This is an optimization exercise on Yosys and OpenROAD, whose aim is small area, not a production implementation. In this exercise RTL edits were held to simulation tests only and were not proved equivalent to the original. No activity file was given, so power comes from the tool's default toggle rates.

Setup of maple:
// ringbuf_vga
module ringbuf_vga (
    input  wire          clk,
    input  wire          rst,
    input  wire          rx_valid,
    input  wire [7:0]    rx_data,
    input  wire          rx_last,
    input  wire          line_tick,
    input  wire          frame_tick,
    input  wire          poll_tick,
    input  wire          gl_valid,
    input  wire [15:0]   gl_row,
    output reg           gl_done,
    output reg           gl_ok,
    output reg           tx_valid,
    output wire [7:0]    tx_byte,
    output reg           scan_valid,
    output wire [191:0]  scan_data,
    output wire [2:0]    avail_lines,
    output wire [15:0]   frame_count,
    output wire [15:0]   rx_count,
    output wire [15:0]   proc_count
);
For scale: roughly 3200 cells after synthesis, ~1200 flip-flops, roughly 41000 sq um of cells after synthesis.
export LEC_CHECK = 0
export CAP_MARGIN = 20
export CORE_MARGIN = 2
export CORE_UTILIZATION = 55
export SLEW_MARGIN = 20
export SYNTH_HIERARCHICAL = 1
create_clock -name core_clock -period 12.0 [get_ports {clk}]
standard.sh (not shown) runs the stock make flow with config.mk's settings and CLKGATE_MAP_FILE= SYNTH_SCRIPT=/design/flow/synth_recipe.tcl, a recipe that flattens the netlist after the stock synthesis.
==> flow/flow/run.sh <==
#!/bin/bash
set -e
export BUFFER_PORTS_ARGS="-buffer_cell sky130_fd_sc_hd__buf_1"
export CTS_ARGS="-sink_clustering_enable -repair_clock_nets -dont_use_dummy_load -buf_list sky130_fd_sc_hd__clkbuf_4 -sink_clustering_size 9 -sink_clustering_max_diameter 50"
bash standard.sh > standard.log 2>&1
maple ended with every stage complete and zero timing, DRC or antenna violations.
The inputs of quartz differ from those of maple as listed below.
-- flow/config.mk --
<<< maple, line 8
export CAP_MARGIN = 20
export CORE_MARGIN = 2
export CORE_UTILIZATION = 55
export SLEW_MARGIN = 20
export SYNTH_HIERARCHICAL = 1
>>> quartz, line 8
export CAP_MARGIN = 20
export CORE_MARGIN = 2
export CORE_UTILIZATION = 60
export SLEW_MARGIN = 20
export SYNTH_HIERARCHICAL = 1
Findings:
quartz finished end to end and its layout was clean on timing, DRC and antenna.
The leakage power total on quartz is in line with that on maple.
Diff quartz and maple: half-perimeter wire length after placement higher in maple
Compared with maple, in quartz wire length reported by the detailed router went down by about 1.6%, initial antenna violation count went down by 1, final period utilization was more or less identical.
Looking at max-slew headroom at the worst pin, quartz sits 2.1 points below maple.
Post-route cell area: maple vs quartz — no meaningful difference
Setup changes, quartz to willow
==> flow/flow/run.sh <==
#!/bin/bash
set -e
export BUFFER_PORTS_ARGS="-buffer_cell sky130_fd_sc_hd__buf_1"
export CTS_ARGS="-sink_clustering_enable -repair_clock_nets -dont_use_dummy_load -buf_list sky130_fd_sc_hd__clkbuf_4 -sink_clustering_size 8 -sink_clustering_max_diameter 40"
bash standard.sh > standard.log 2>&1
-- flow/config.mk --
<<< quartz, line 8
export CAP_MARGIN = 20
export CORE_MARGIN = 2
export CORE_UTILIZATION = 60
export SLEW_MARGIN = 20
export SYNTH_HIERARCHICAL = 1
>>> willow, line 8
export CAP_MARGIN = 20
export CORE_MARGIN = 2
export CORE_UTILIZATION = 55
export SLEW_MARGIN = 20
export SYNTH_HIERARCHICAL = 1
==> comparison <==
NOTE: total power per unit cell area in willow exceeds that of quartz
Relative to quartz, willow improves normalized max-slew margin.
The run showing the greater final clock period utilization by the worst path is quartz.
In the flow results for willow and quartz, the count of clock buffers in the final design is larger on willow.
Lower worst hold slack goes to willow over quartz.
Fraction of layout cells with a size suffix above 1 ends up lower on quartz.
Against quartz, area enclosed by the die boundary in willow came out worse.
Final-layout non-clock buffer area share of willow is on par with quartz.
Compared with quartz, willow shows a clock share of power that is 1.2 points higher.
From quartz to willow the numbers moved as follows: global-route wire length before repair went up 3000 microns, final count of pins violating max slew neither gained nor lost much.

========
The RTL this note starts from:
==> flow/design.v <==
module ringbuf_vga (
    input  wire          clk,
    input  wire          rst,
    input  wire          rx_valid,
    input  wire [7:0]    rx_data,
    input  wire          rx_last,
    input  wire          line_tick,
    input  wire          frame_tick,
    input  wire          poll_tick,
    input  wire          gl_valid,
    input  wire [15:0]   gl_row,
    output reg           gl_done,
    output reg           gl_ok,
    output reg           tx_valid,
    output wire [7:0]    tx_byte,
    output reg           scan_valid,
    output wire [191:0]  scan_data,
    output wire [2:0]    avail_lines,
    output wire [15:0]   frame_count,
    output wire [15:0]   rx_count,
    output wire [15:0]   proc_count
);
    reg [159:0] line0, line1, line2, line3, line4, line5;   
    reg [159:0] line_buf;      
    reg [2:0]   rc;            
    reg [2:0]   wl;            
    reg [2:0]   al;            
    reg [4:0]   ab;            
    reg         receiving;     
    reg [15:0]  received;
    reg [13:0]  proc_q;        
    reg [15:0]  frame_counter;
    reg [15:0]  scanline;
    reg [15:0]  last_row;
    reg         last_none;
    reg         in_block;
    wire       s_hi0   = (scanline[15:7] == 9'd0);
    wire [6:0] s_lo    = scanline[6:0];
    wire       visible = s_hi0 && (s_lo >= 7'd5) && (s_lo < 7'd95);
    wire [6:0] s_off   = s_lo - 7'd5;
    wire [4:0] tick_row = s_off / 7'd3;    
    wire        fetch_req = (line_tick && visible) || gl_valid;
    wire [15:0] fetch_row = gl_valid ? gl_row : {11'd0, tick_row};
    wire        fetch_new = fetch_req && (last_none || (last_row != fetch_row));
    wire        fetch_ok  = fetch_new && (al != 3'd0);
    wire [2:0]  al_c = fetch_ok ? al - 3'd1 : al;
    wire flow_check = fetch_ok || poll_tick;
    wire req_emit   = flow_check && ((al_c[2:1] == 2'b00) || (al_c == 3'd2 && ab == 5'd0));
    wire rx_cmd  = rx_valid && !in_block && rx_last;
    wire rx_pay  = rx_valid && !rx_cmd;
    wire do_sof  = rx_cmd && (rx_data == 8'h05);
    wire do_data = rx_cmd && (rx_data == 8'h01);
    wire do_end  = rx_cmd && (rx_data == 8'h02);
    wire flush   = do_sof || do_end || (do_data && !receiving);
    wire wr_en   = rx_pay && receiving && (al_c != 3'd6);
    wire ab_wrap = (ab == 5'd19);
    reg [19:0] col_sel;
    integer k;
    always @* begin
        for (k = 0; k < 20; k = k + 1)
            col_sel[k] = (ab == k);
    end
    wire [5:0] line_we;
    assign line_we[0] = wr_en && (wl == 3'd0);
    assign line_we[1] = wr_en && (wl == 3'd1);
    assign line_we[2] = wr_en && (wl == 3'd2);
    assign line_we[3] = wr_en && (wl == 3'd3);
    assign line_we[4] = wr_en && (wl == 3'd4);
    assign line_we[5] = wr_en && (wl == 3'd5);
    wire [959:0] st_q = {line5, line4, line3, line2, line1, line0};
    wire [959:0] st_d;
    genvar c, l, b;
    generate
        for (l = 0; l < 6; l = l + 1) begin : g_line
            for (c = 0; c < 20; c = c + 1) begin : g_col
                wire we = line_we[l] && col_sel[c];
                wire wen = !we;
                for (b = 0; b < 8; b = b + 1) begin : g_bit
                    ringbuf_vga_wbit u_wb (
                        .d   (rx_data[b]),
                        .q   (st_q[160*l + 8*c + b]),
                        .we  (we),
                        .wen (wen),
                        .y   (st_d[160*l + 8*c + b]));
                end
            end
        end
    endgenerate
    always @(posedge clk)
        {line5, line4, line3, line2, line1, line0} <= st_d;
    wire [5:0] rsel;
    assign rsel[0] = !rst && fetch_ok && (rc == 3'd0);
    assign rsel[1] = !rst && fetch_ok && (rc == 3'd1);
    assign rsel[2] = !rst && fetch_ok && (rc == 3'd2);
    assign rsel[3] = !rst && fetch_ok && (rc == 3'd3);
    assign rsel[4] = !rst && fetch_ok && (rc == 3'd4);
    assign rsel[5] = !rst && fetch_ok && (rc == 3'd5);
    wire hold = !rst && !fetch_ok;
    wire [159:0] line_buf_d;
    generate
        for (b = 0; b < 160; b = b + 1) begin : g_lb
            ringbuf_vga_sel7 u_sel (
                .s ({hold, rsel}),
                .d ({line_buf[b], line5[b], line4[b], line3[b], line2[b], line1[b], line0[b]}),
                .y (line_buf_d[b]));
        end
    endgenerate
    always @(posedge clk)
        line_buf <= line_buf_d;
    always @(posedge clk) begin
        if (rst) begin
            rc            <= 3'd0;
            wl            <= 3'd0;
            al            <= 3'd0;
            ab            <= 5'd0;
            receiving     <= 1'b0;
            received      <= 16'd0;
            proc_q        <= 14'd0;
            frame_counter <= 16'd0;
            scanline      <= 16'd0;
            last_row      <= 16'd0;
            last_none     <= 1'b1;
            in_block      <= 1'b0;
        end else begin
            if (rx_valid)
                in_block <= !rx_last;
            if (frame_tick)
                scanline <= 16'd0;
            else if (line_tick)
                scanline <= scanline + 16'd1;
            if (fetch_req)
                last_row <= fetch_row;
            if (frame_tick)
                last_none <= 1'b1;
            else if (fetch_req)
                last_none <= 1'b0;
            if (flush) begin
                rc       <= 3'd0;
                wl       <= 3'd0;
                al       <= 3'd0;
                ab       <= 5'd0;
                received <= 16'd0;
                proc_q   <= 14'd0;
            end else begin
                if (fetch_ok) begin
                    rc     <= (rc == 3'd5) ? 3'd0 : rc + 3'd1;
                    proc_q <= proc_q + 14'd5;
                end
                if (wr_en) begin
                    ab       <= ab_wrap ? 5'd0 : ab + 5'd1;
                    received <= received + 16'd1;
                    if (ab_wrap)
                        wl <= (wl == 3'd5) ? 3'd0 : wl + 3'd1;
                end
                al <= al_c + {2'b00, wr_en && ab_wrap};
            end
            if (do_sof || do_data)
                receiving <= 1'b1;
            else if (do_end)
                receiving <= 1'b0;
            if (do_end && receiving)
                frame_counter <= frame_counter + 16'd1;
        end
    end
    always @(posedge clk) begin
        if (rst) begin
            gl_done    <= 1'b0;
            gl_ok      <= 1'b0;
            tx_valid   <= 1'b0;
            scan_valid <= 1'b0;
        end else begin
            gl_done    <= gl_valid;
            gl_ok      <= gl_valid && fetch_ok;
            tx_valid   <= req_emit;
            scan_valid <= line_tick && visible;
        end
    end
    assign tx_byte     = 8'h03;
    assign scan_data   = {16'd0, line_buf, 16'd0};
    assign avail_lines = al;
    assign frame_count = frame_counter;
    assign rx_count    = received;
    assign proc_count  = {proc_q, 2'b00};
endmodule
module ringbuf_vga_sel7 (
    input  wire [6:0] s,
    input  wire [6:0] d,
    output wire       y
);
    wire n_lo, n_hi;
    ringbuf_vga_aoi3 u_lo (.s(s[2:0]), .d(d[2:0]), .y(n_lo));
    ringbuf_vga_aoi3 u_hi (.s(s[5:3]), .d(d[5:3]), .y(n_hi));
    assign y = ~(n_lo & n_hi & ~(s[6] & d[6]));
endmodule
module ringbuf_vga_aoi3 (
    input  wire [2:0] s,
    input  wire [2:0] d,
    output wire       y
);
    assign y = ~|(s & d);
endmodule
module ringbuf_vga_wbit (
    input  wire d,
    input  wire q,
    input  wire we,
    input  wire wen,
    output wire y
);
    assign y = (d & we) | (q & wen);
endmodule
Settings: LEC_CHECK=0, CAP_MARGIN=20, CORE_MARGIN=2, CORE_UTILIZATION=70, SLEW_MARGIN=20, SYNTH_HIERARCHICAL=1; clock period 12.0 ns.
==> flow/flow/run.sh <==
#!/bin/bash
set -e
export BUFFER_PORTS_ARGS="-buffer_cell sky130_fd_sc_hd__buf_1"
export CTS_ARGS="-sink_clustering_enable -repair_clock_nets -dont_use_dummy_load -buf_list sky130_fd_sc_hd__clkbuf_4 -sink_clustering_size 10 -sink_clustering_max_diameter 35"
bash standard.sh > standard.log 2>&1
Rerun with:
==> flow/flow/run.sh (replaced) <==
#!/bin/bash
set -e
export BUFFER_PORTS_ARGS="-buffer_cell sky130_fd_sc_hd__buf_1"
export CTS_ARGS="-sink_clustering_enable -repair_clock_nets -dont_use_dummy_load -buf_list sky130_fd_sc_hd__clkbuf_4 -sink_clustering_size 8 -sink_clustering_max_diameter 40"
bash standard.sh > standard.log 2>&1
CORE_UTILIZATION = 55   (was 70)
Synthesized cell count stays the same.
Clock-buffer cell count grows by 18.
Clock skew shrinks by 0.0061 ns.
Wire length grows by 6.7%.
Setup slack is worse by 0.32 ns.
First-iteration DRC count shrinks by 13%.
Synthesized area is unchanged.
Cell count grows by 5.4%.
Cell area grows by 1.1%.

==> afterwards: timing with drivers on the ports <==
How much do the figures lean on ideal ports? The routed layouts below were timed once more, with nothing changed but the port constraints.
Step 1 (the two cells are an assumption about what drives the block):
set clk [get_ports {clk}]
set_driving_cell -lib_cell sky130_fd_sc_hd__clkbuf_16 $clk
set_driving_cell -lib_cell sky130_fd_sc_hd__buf_2 [delete_from_list [all_inputs] $clk]
Step 2 times the ports against the registers' clock, not the clock port: input delays grow and output delays shrink by t, the midpoint of the rising clock arrivals with the driver on.
Slacks: ideal / step 1 / step 2; pairs: ideal / step 1.
| run | t (ns) | slack for setup (ns) | worst setup path at the end | latest minus earliest clock arrival (ns) | pins driven straight from the clock port |
|---|---|---|---|---|---|
| maple | 1.045 | 4.600 / 4.633 / 3.588 | input to register | 0.099 / 0.098 | 1 |
| quartz | 1.056 | 4.594 / 4.624 / 3.568 | input to register | 0.093 / 0.092 | 1 |
| willow | 1.076 | 4.649 / 4.683 / 3.607 | input to register | 0.100 / 0.100 | 1 |
| the first run of note 2 | 1.056 | 4.695 / 4.714 / 3.682 | input to register | 0.114 / 0.113 | 1 |
| the second run of note 2 | 1.084 | 4.372 / 4.372 / 3.437 | input to register | 0.107 / 0.108 | 1 |
After both steps setup and hold are still met in every run listed. For willow, which loses most, drivers alone change the setup slack by +0.034 ns; drivers and shift together by -1.042 ns.
